Context: an optimization exercise on an open-source flow, tuned for small area and a short achievable clock period. The choices shown serve that exercise and are no tape-out recipe. Where RTL was checked, it was by simulation tests only, not by an equivalence proof against the original. Power is estimated from default activity; no workload was simulated.

==> run Z: inputs <==
==> flow/design.v <==
module vm5f_core (
    input  wire         clk,
    input  wire         rst,             
    input  wire         rx_valid,
    input  wire [7:0]   rx_data,
    input  wire         rx_last,
    output wire         rx_ready,
    output reg          rsp_valid,
    output wire [2:0]   rsp_err,
    output wire [7:0]   rsp_addr,
    output wire [7:0]   rsp_cmd,
    output wire [7:0]   rsp_len,
    output wire [7:0]   rsp_chk,
    output wire [7:0]   rsp_chk_calc,
    output reg          rsp_chk_ok,
    output reg          rsp_tag,
    output reg  [2:0]   last_err,
    input  wire         enc_valid,
    output reg          enc_ready,
    input  wire [7:0]   enc_cmd,
    input  wire [7:0]   enc_addr,
    input  wire [4:0]   enc_n,
    input  wire [207:0] enc_payload,     
    output reg          tx_valid,
    output reg  [7:0]   tx_data,
    output reg          tx_last,
    input  wire         tx_ready,
    output reg          refused,
    input  wire         tick,            
    input  wire         ovr_n,           
    output reg          act,             
    output reg  [1:0]   ls,
    output reg  [3:0]   fifo_count,
    output reg  [7:0]   cur_ant,
    output reg  [15:0]  cur_pc,
    output reg  [95:0]  cur_epc
);
    localparam [7:0] HEAD        = 8'hA0;
    localparam       NSLOT       = 11;
    localparam [6:0] POLL_MS     = 7'd100;
    localparam [11:0] RELOCK_MS  = 12'd4000;
    localparam [1:0] LS_IDLE    = 2'd0;
    localparam [1:0] LS_ENGAGED = 2'd1;
    localparam [1:0] LS_WAIT    = 2'd2;
    localparam [1:0] LS_RELOCK  = 2'd3;
    localparam [2:0] E_OK        = 3'd0;
    localparam [2:0] E_TOOSHORT  = 3'd1;
    localparam [2:0] E_BADHEADER = 3'd2;
    localparam [2:0] E_LENGTH    = 3'd3;
    reg  [4:0]   p;             
    reg          hdr_ok;        
    reg          len_bad;       
    reg  [4:0]   len;           
    reg  [7:0]   addr;
    reg  [7:0]   cmd;
    reg  [7:0]   nsum;          
    reg  [7:0]   bq;            
    reg          aq;            
    reg  [7:0]   chk;           
    reg          got_chk;       
    reg          rdy;           
    wire         pend = !rdy;
    wire         rx_acc    = rx_valid && rdy;
    wire         chunk_end = rx_acc && rx_last;
    wire         p0     = (p == 5'd0);
    wire         p_ge2  = (p[4:1] != 4'd0);
    wire         is_chk = p_ge2 && !got_chk && ({1'b0, p} == {1'b0, len} + 6'd1);
    wire         in_sum = !p_ge2 || !(got_chk || is_chk);
    reg  [2:0]   n_err;
    always @(*) begin
        if (p < 5'd4)
            n_err = E_TOOSHORT;
        else if (!hdr_ok)
            n_err = E_BADHEADER;
        else if (len_bad || !(got_chk || is_chk))
            n_err = E_LENGTH;
        else
            n_err = E_OK;
    end
    wire         n_tag   = (n_err == E_OK) && (len >= 5'd18);
    wire         new_tag = chunk_end && n_tag;
    wire [7:0]   nsum_all = nsum - (aq ? bq : 8'd0);
    always @(posedge clk) begin
        if (rst) begin
            p <= 5'd0;
        end else if (rx_acc) begin
            p <= rx_last ? 5'd0 : (p == 5'd31) ? p : p + 5'd1;
        end
        if (rx_acc) begin
            if (p0) begin
                hdr_ok  <= (rx_data == HEAD);
                got_chk <= 1'b0;
            end
            if (p == 5'd1) begin
                len     <= rx_data[4:0];
                len_bad <= (rx_data < 8'd3) || (rx_data > 8'd30);
            end
            if (p == 5'd2) addr <= rx_data;
            if (p == 5'd3) cmd  <= rx_data;
            if (is_chk) begin
                chk     <= rx_data;
                got_chk <= 1'b1;
            end
        end
        bq   <= rx_data;
        aq   <= rx_acc && in_sum;
        nsum <= (rx_acc && p0) ? 8'd0 : nsum_all;
    end
    always @(posedge clk) begin
        if (rst) begin
            rsp_valid <= 1'b0;
            last_err  <= E_OK;
        end else begin
            rsp_valid <= chunk_end;
            if (chunk_end)
                last_err <= n_err;
        end
        if (chunk_end) begin
            rsp_chk_ok <= (is_chk ? rx_data : chk) == nsum_all;
            rsp_tag    <= n_tag;
        end
    end
    assign rsp_err      = last_err;
    assign rsp_addr     = addr;
    assign rsp_cmd      = cmd;
    assign rsp_len      = {3'b000, len};
    assign rsp_chk      = chk;
    assign rsp_chk_calc = nsum;
    assign rx_ready     = rdy;
    reg  [NSLOT*120-1:0] mem;   
    reg  [3:0]   wr;
    reg  [3:0]   rd;
    wire want_push = new_tag || pend;
    wire do_push   = want_push && (fifo_count != 4'd10);
    wire do_pop    = (ls == LS_IDLE) && (fifo_count != 4'd0);
    wire pend_next = want_push && (fifo_count == 4'd10);
    wire [3:0] cnt_k = do_pop ? fifo_count - 4'd1 : fifo_count;    
    wire [3:0] cnt_p = do_pop ? fifo_count : fifo_count + 4'd1;    
    integer s, b;
    always @(posedge clk) begin
        for (s = 0; s < NSLOT; s = s + 1)
            for (b = 0; b < 15; b = b + 1)
                if (wr == s && p == b + 4)
                    mem[120*s + 8*b +: 8] <= rx_data;
    end
    always @(posedge clk) begin
        if (rst)
            rdy <= 1'b1;
        else
            rdy <= !pend_next;
    end
    always @(posedge clk) begin
        if (rst) begin
            wr         <= 4'd0;
            rd         <= 4'd0;
            fifo_count <= 4'd0;
        end else begin
            if (do_push)
                wr <= (wr == NSLOT - 1) ? 4'd0 : wr + 4'd1;
            if (do_pop)
                rd <= (rd == NSLOT - 1) ? 4'd0 : rd + 4'd1;
            fifo_count <= do_push ? cnt_p : cnt_k;
        end
    end
    wire [NSLOT-1:0] rd_oh;
    genvar gs;
    generate
        for (gs = 0; gs < NSLOT; gs = gs + 1) begin : g_rd
            assign rd_oh[gs] = (rd == gs);
        end
    endgenerate
    wire         idle = (ls == LS_IDLE);
    wire [119:0] cur  = {cur_ant, cur_pc, cur_epc};
    reg  [119:0] cur_d;
    always @(*) begin
        cur_d = cur & {120{!idle}};
        for (s = 0; s < NSLOT; s = s + 1)
            for (b = 0; b < 15; b = b + 1)
                cur_d[119 - 8*b -: 8] = cur_d[119 - 8*b -: 8] | (mem[120*s + 8*b +: 8] & {8{rd_oh[s] && idle}});
    end
    always @(posedge clk) begin
        cur_ant <= cur_d[119:112];
        cur_pc  <= cur_d[111:96];
        cur_epc <= cur_d[95:0];
    end
    reg  [11:0]  cnt;
    wire         cnt_zero = (cnt == 12'd0);
    always @(posedge clk) begin
        if (rst) begin
            ls  <= LS_IDLE;
            act <= 1'b0;
        end else begin
            case (ls)
                LS_IDLE: begin
                    if (do_pop) begin
                        act <= 1'b1;
                        ls  <= LS_ENGAGED;
                    end
                end
                LS_ENGAGED: begin
                    ls <= LS_WAIT;
                end
                LS_WAIT: begin
                    if (cnt_zero && !ovr_n)
                        ls <= LS_RELOCK;
                end
                LS_RELOCK: begin
                    if (cnt_zero) begin
                        act <= 1'b0;
                        ls  <= LS_IDLE;
                    end
                end
            endcase
        end
        case (ls)
            LS_ENGAGED: cnt <= 12'd0;
            LS_WAIT: begin
                if (cnt_zero)
                    cnt <= ovr_n ? {5'd0, POLL_MS} : RELOCK_MS;
                else if (tick)
                    cnt <= cnt - 12'd1;
            end
            LS_RELOCK: begin
                if (!cnt_zero && tick)
                    cnt <= cnt - 12'd1;
            end
            default: ;
        endcase
    end
    reg  [4:0]   e_idx;         
    reg  [7:0]   e_nsum;        
    wire [4:0]   nx_idx  = e_idx + 5'd1;
    wire [4:0]   pl_idx  = e_idx - 5'd3;    
    wire [7:0]   nx_nsum = e_nsum - tx_data;
    wire         nx_last = (pl_idx == enc_n);
    reg  [7:0]   nx_body;       
    integer k;
    always @(*) begin
        nx_body = 8'd0;
        if (nx_idx == 5'd1)
            nx_body = {3'b000, enc_n} + 8'd3;
        if (nx_idx == 5'd2)
            nx_body = enc_addr;
        if (nx_idx == 5'd3)
            nx_body = enc_cmd;
        for (k = 0; k < 26; k = k + 1)
            if (pl_idx == k)
                nx_body = enc_payload[8*k +: 8];
    end
    wire [7:0]   nx_data = nx_last ? nx_nsum : nx_body;
    wire take_req  = enc_ready && enc_valid;
    wire busy_next = tx_valid ? !(tx_ready && tx_last) : (take_req && enc_n <= 5'd26);
    always @(posedge clk) begin
        if (rst) begin
            tx_valid  <= 1'b0;
            enc_ready <= 1'b1;
            refused   <= 1'b0;
        end else begin
            tx_valid  <= busy_next;
            enc_ready <= !busy_next && !pend_next;
            if (take_req && enc_n > 5'd26)
                refused <= 1'b1;
        end
        if (!tx_valid) begin
            tx_data <= HEAD;
            tx_last <= 1'b0;
            e_idx   <= 5'd0;
            e_nsum  <= 8'd0;
        end else if (tx_ready) begin
            tx_data <= nx_data;
            tx_last <= nx_last;
            e_idx   <= nx_idx;
            e_nsum  <= nx_nsum;
        end
    end
endmodule
==> flow/flow/run.sh <==
#!/bin/bash
# Standard ORFS layout, with plain buffers on the ports and repair_timing aiming
# further below the clock period.
set -euo pipefail
bash standard.sh "BUFFER_PORTS_ARGS=-buffer_cell sky130_fd_sc_hd__buf_2" SETUP_SLACK_MARGIN=6.5 finish > standard_flow.log 2>&1
==> flow/standard.sh <==
#!/bin/bash
# synth_recipe.tcl (not shown) runs the flow's synth.tcl, then flattens the netlist and writes it again
# the make line also repeats each setting of config.mk as NAME=value (left out here)
make -C /OpenROAD-flow-scripts/flow DESIGN_CONFIG=/design/flow/config.mk WORK_HOME=/design/flow/orfs CLKGATE_MAP_FILE= SYNTH_SCRIPT=/design/flow/synth_recipe.tcl "${@:-finish}"
==> flow/config.mk <==
export PLATFORM = sky130hd
export DESIGN_NAME = vm5f_core
export DESIGN_NICKNAME = vm5f_core
export VERILOG_FILES = /design/flow/design.v
export SDC_FILE = /design/flow/constraint.sdc
export NUM_CORES = 4
export LEC_CHECK = 0
export CAP_MARGIN = 20
export CORE_MARGIN = 2
export CORE_UTILIZATION = 40
export CTS_CLUSTER_DIAMETER = 100
export CTS_CLUSTER_SIZE = 30
export SLEW_MARGIN = 20
==> flow/constraint.sdc <==
create_clock -name core_clock -period 10.0 [get_ports {clk}]
set_input_delay 2.0000 -clock core_clock [delete_from_list [all_inputs] [get_ports {clk}]]
set_output_delay 2.0000 -clock core_clock [all_outputs]
set_load 0.01 [all_outputs]
==> run Y (differences from run Z) <==
==> flow/design.v, changed modules only <==
module vm5f_core (
    input  wire         clk,
    input  wire         rst,             
    input  wire         rx_valid,
    input  wire [7:0]   rx_data,
    input  wire         rx_last,
    output wire         rx_ready,
    output reg          rsp_valid,
    output wire [2:0]   rsp_err,
    output wire [7:0]   rsp_addr,
    output wire [7:0]   rsp_cmd,
    output wire [7:0]   rsp_len,
    output wire [7:0]   rsp_chk,
    output wire [7:0]   rsp_chk_calc,
    output reg          rsp_chk_ok,
    output reg          rsp_tag,
    output reg  [2:0]   last_err,
    input  wire         enc_valid,
    output reg          enc_ready,
    input  wire [7:0]   enc_cmd,
    input  wire [7:0]   enc_addr,
    input  wire [4:0]   enc_n,
    input  wire [207:0] enc_payload,     
    output reg          tx_valid,
    output reg  [7:0]   tx_data,
    output reg          tx_last,
    input  wire         tx_ready,
    output reg          refused,
    input  wire         tick,            
    input  wire         ovr_n,           
    output reg          act,             
    output reg  [1:0]   ls,
    output reg  [3:0]   fifo_count,
    output reg  [7:0]   cur_ant,
    output reg  [15:0]  cur_pc,
    output reg  [95:0]  cur_epc
);
    localparam [7:0] HEAD        = 8'hA0;
    localparam       NSLOT       = 11;
    localparam [6:0] POLL_MS     = 7'd100;
    localparam [11:0] RELOCK_MS  = 12'd4000;
    localparam [1:0] LS_IDLE    = 2'd0;
    localparam [1:0] LS_ENGAGED = 2'd1;
    localparam [1:0] LS_WAIT    = 2'd2;
    localparam [1:0] LS_RELOCK  = 2'd3;
    localparam [2:0] E_OK        = 3'd0;
    localparam [2:0] E_TOOSHORT  = 3'd1;
    localparam [2:0] E_BADHEADER = 3'd2;
    localparam [2:0] E_LENGTH    = 3'd3;
    reg  [4:0]   p;             
    reg          hdr_ok;        
    reg          len_bad;       
    reg  [4:0]   len;           
    reg  [7:0]   addr;
    reg  [7:0]   cmd;
    reg  [7:0]   nsum;          
    reg  [7:0]   chk;           
    reg          got_chk;       
    reg          rdy;           
    wire         pend = !rdy;
    wire         rx_acc    = rx_valid && !pend;
    wire         chunk_end = rx_acc && rx_last;
    wire         p0     = (p == 5'd0);
    wire         p_ge2  = (p[4:1] != 4'd0);
    wire         is_chk = p_ge2 && !got_chk && ({1'b0, p} == {1'b0, len} + 6'd1);
    wire         in_sum = !p_ge2 || !(got_chk || is_chk);
    reg  [2:0]   n_err;
    always @(*) begin
        if (p < 5'd4)
            n_err = E_TOOSHORT;
        else if (!hdr_ok)
            n_err = E_BADHEADER;
        else if (len_bad || !(got_chk || is_chk))
            n_err = E_LENGTH;
        else
            n_err = E_OK;
    end
    wire         n_tag   = (n_err == E_OK) && (len >= 5'd18);
    wire         new_tag = chunk_end && n_tag;
    always @(posedge clk) begin
        if (rst) begin
            p <= 5'd0;
        end else if (rx_acc) begin
            p <= rx_last ? 5'd0 : (p == 5'd31) ? p : p + 5'd1;
        end
        if (rx_acc) begin
            if (p0) begin
                hdr_ok  <= (rx_data == HEAD);
                got_chk <= 1'b0;
            end
            if (p == 5'd1) begin
                len     <= rx_data[4:0];
                len_bad <= (rx_data < 8'd3) || (rx_data > 8'd30);
            end
            if (p == 5'd2) addr <= rx_data;
            if (p == 5'd3) cmd  <= rx_data;
            nsum <= (p0 ? 8'd0 : nsum) - (in_sum ? rx_data : 8'd0);
            if (is_chk) begin
                chk     <= rx_data;
                got_chk <= 1'b1;
            end
        end
    end
    always @(posedge clk) begin
        if (rst) begin
            rsp_valid <= 1'b0;
            last_err  <= E_OK;
        end else begin
            rsp_valid <= chunk_end;
            if (chunk_end)
                last_err <= n_err;
        end
        if (chunk_end) begin
            rsp_chk_ok <= is_chk ? (rx_data == nsum) : (chk == nsum);
            rsp_tag    <= n_tag;
        end
    end
    assign rsp_err      = last_err;
    assign rsp_addr     = addr;
    assign rsp_cmd      = cmd;
    assign rsp_len      = {3'b000, len};
    assign rsp_chk      = chk;
    assign rsp_chk_calc = nsum;
    assign rx_ready     = rdy;
    reg  [NSLOT*120-1:0] mem;   
    reg  [3:0]   wr;
    reg  [3:0]   rd;
    wire want_push = new_tag || pend;
    wire do_push   = want_push && (fifo_count != 4'd10);
    wire do_pop    = (ls == LS_IDLE) && (fifo_count != 4'd0);
    wire pend_next = want_push && (fifo_count == 4'd10);
    integer s, b;
    always @(posedge clk) begin
        for (s = 0; s < NSLOT; s = s + 1)
            for (b = 0; b < 15; b = b + 1)
                if (wr == s && p == b + 4)
                    mem[120*s + 8*b +: 8] <= rx_data;
    end
    always @(posedge clk) begin
        if (rst)
            rdy <= 1'b1;
        else
            rdy <= !pend_next;
    end
    always @(posedge clk) begin
        if (rst) begin
            wr         <= 4'd0;
            rd         <= 4'd0;
            fifo_count <= 4'd0;
        end else begin
            if (do_push)
                wr <= (wr == NSLOT - 1) ? 4'd0 : wr + 4'd1;
            if (do_pop)
                rd <= (rd == NSLOT - 1) ? 4'd0 : rd + 4'd1;
            fifo_count <= fifo_count + {3'b000, do_push} - {3'b000, do_pop};
        end
    end
    reg  [119:0] head;
    always @(*) begin
        head = 120'd0;
        for (s = 0; s < NSLOT; s = s + 1)
            if (rd == s)
                for (b = 0; b < 15; b = b + 1)
                    head[119 - 8*b -: 8] = mem[120*s + 8*b +: 8];
    end
    always @(posedge clk) begin
        if (ls == LS_IDLE) begin
            cur_ant <= head[119:112];
            cur_pc  <= head[111:96];
            cur_epc <= head[95:0];
        end
    end
    reg  [11:0]  cnt;
    wire         cnt_zero = (cnt == 12'd0);
    always @(posedge clk) begin
        if (rst) begin
            ls  <= LS_IDLE;
            act <= 1'b0;
        end else begin
            case (ls)
                LS_IDLE: begin
                    if (do_pop) begin
                        act <= 1'b1;
                        ls  <= LS_ENGAGED;
                    end
                end
                LS_ENGAGED: begin
                    ls <= LS_WAIT;
                end
                LS_WAIT: begin
                    if (cnt_zero && !ovr_n)
                        ls <= LS_RELOCK;
                end
                LS_RELOCK: begin
                    if (cnt_zero) begin
                        act <= 1'b0;
                        ls  <= LS_IDLE;
                    end
                end
            endcase
        end
        case (ls)
            LS_ENGAGED: cnt <= 12'd0;
            LS_WAIT: begin
                if (cnt_zero)
                    cnt <= ovr_n ? {5'd0, POLL_MS} : RELOCK_MS;
                else if (tick)
                    cnt <= cnt - 12'd1;
            end
            LS_RELOCK: begin
                if (!cnt_zero && tick)
                    cnt <= cnt - 12'd1;
            end
            default: ;
        endcase
    end
    reg  [4:0]   e_idx;         
    reg  [7:0]   e_nsum;        
    wire [4:0]   nx_idx = e_idx + 5'd1;
    wire [4:0]   pl_idx = e_idx - 5'd3;    
    wire [7:0]   nx_nsum = e_nsum - tx_data;
    wire         nx_last = (e_idx == enc_n + 5'd3);
    reg  [7:0]   pl_byte;
    integer k;
    always @(*) begin
        pl_byte = 8'd0;
        for (k = 0; k < 26; k = k + 1)
            if (pl_idx == k)
                pl_byte = enc_payload[8*k +: 8];
    end
    reg  [7:0]   nx_data;
    always @(*) begin
        if (nx_last)
            nx_data = nx_nsum;
        else if (nx_idx == 5'd1)
            nx_data = {3'b000, enc_n} + 8'd3;
        else if (nx_idx == 5'd2)
            nx_data = enc_addr;
        else if (nx_idx == 5'd3)
            nx_data = enc_cmd;
        else
            nx_data = pl_byte;
    end
    wire take_req  = enc_ready && enc_valid;
    wire busy_next = tx_valid ? !(tx_ready && tx_last) : (take_req && enc_n <= 5'd26);
    always @(posedge clk) begin
        if (rst) begin
            tx_valid  <= 1'b0;
            enc_ready <= 1'b1;
            refused   <= 1'b0;
        end else begin
            tx_valid  <= busy_next;
            enc_ready <= !busy_next && !pend_next;
            if (take_req && enc_n > 5'd26)
                refused <= 1'b1;
        end
        if (!tx_valid) begin
            tx_data <= HEAD;
            tx_last <= 1'b0;
            e_idx   <= 5'd0;
            e_nsum  <= 8'd0;
        end else if (tx_ready) begin
            tx_data <= nx_data;
            tx_last <= nx_last;
            e_idx   <= nx_idx;
            e_nsum  <= nx_nsum;
        end
    end
endmodule
--- a/flow/config.mk
+++ b/flow/config.mk
@@ -10,4 +10,2 @@
 export CORE_UTILIZATION = 40
-export CTS_CLUSTER_DIAMETER = 100
-export CTS_CLUSTER_SIZE = 30
 export SLEW_MARGIN = 20
==> notes <==
- Against run Y, the first-iteration DRC count of run Z is smaller by about 3%.
- Against run Y, the hold slack of run Z is worse by 0.024 ns.
- Against run Y, the combinational power of run Z is lower by about 11%.
- Run Y passed the timing, DRC and antenna checks. Run Z completed with no timing, DRC or antenna violations.
- Of run Y and run Z, run Y has the higher synthesized area (gap about 1.4%, measured against run Z).
- Global-route usage: run Z is higher than run Y (0.65 points).
- Of run Z and run Y, run Y has the higher synthesized cell count (gap 2.2%, measured against run Y).
- Against run Z, the utilization of run Y is higher by 2.2 points.
==> figures <==
|  | run Y | run Z |
|---|---|---|
| Area of the core region | 149000 sq um | 147000 sq um |
| Reg2Reg Setup Slack | 6.46 ns | 6.60 ns |
| Total sequential power | 7790 uW | 7710 uW |
| Number of stages on the worst setup path | 4 | 1 |
| Number of placement rows | 142 | 141 |
| Total placed instance area | 64200 sq um | 63400 sq um |
| Result of the run | timing/DRC/antenna clean | timing/DRC/antenna clean |
| Total clock buffers created by CTS | 156 | 58 |
| Part of the power in combinational logic | 16.4% | 17.8% |
| CP max stage delay | 0.89 ns | 0.53 ns |
| FMAX | 283 MHz | 288 MHz |
| Routed Wire Length | 174000 microns | 178000 microns |
| Wire per inst | 27.5 microns | 29.5 microns |
| Worst endpoint required time | 10.38 ns | 8.00 ns |
| Layout multi-input combinational cell count | 1959 | 1889 |
For run Z, only the layout was checked, not whether the RTL still works.

## port drivers added, routing unchanged
No port has a modelled driver above. Below, the same layouts with a new extraction and two added sets of constraints.
Step 1 assumes that a clkbuf_16 drives the clock port and a buf_2 every other input.
Step 2 adds t to the input delays and takes it off the output delays; t is the mean of the earliest and latest rising clock arrival at the registers after step 1. Input paths then give back, and output paths get back, about the clock's delay inside the block.
Slacks: ideal / step 1 / step 2; pairs: ideal / step 1.
| run | shift t [ns] | setup WS [ns] | worst register clock-pin slew, ns | worst data-port slew with drivers (ns) |
|---|---|---|---|---|
| run Z | 0.803 | 6.524 / 6.449 / 5.848 | 0.12 / 0.12 | 0.10 |
| run Y | 0.861 | 6.464 / 6.404 / 5.738 | 0.06 / 0.06 | 0.09 |
After both steps every run listed still meets setup and hold. For run Y, which loses most, drivers alone change the setup slack by -0.060 ns; drivers and shift together by -0.726 ns.
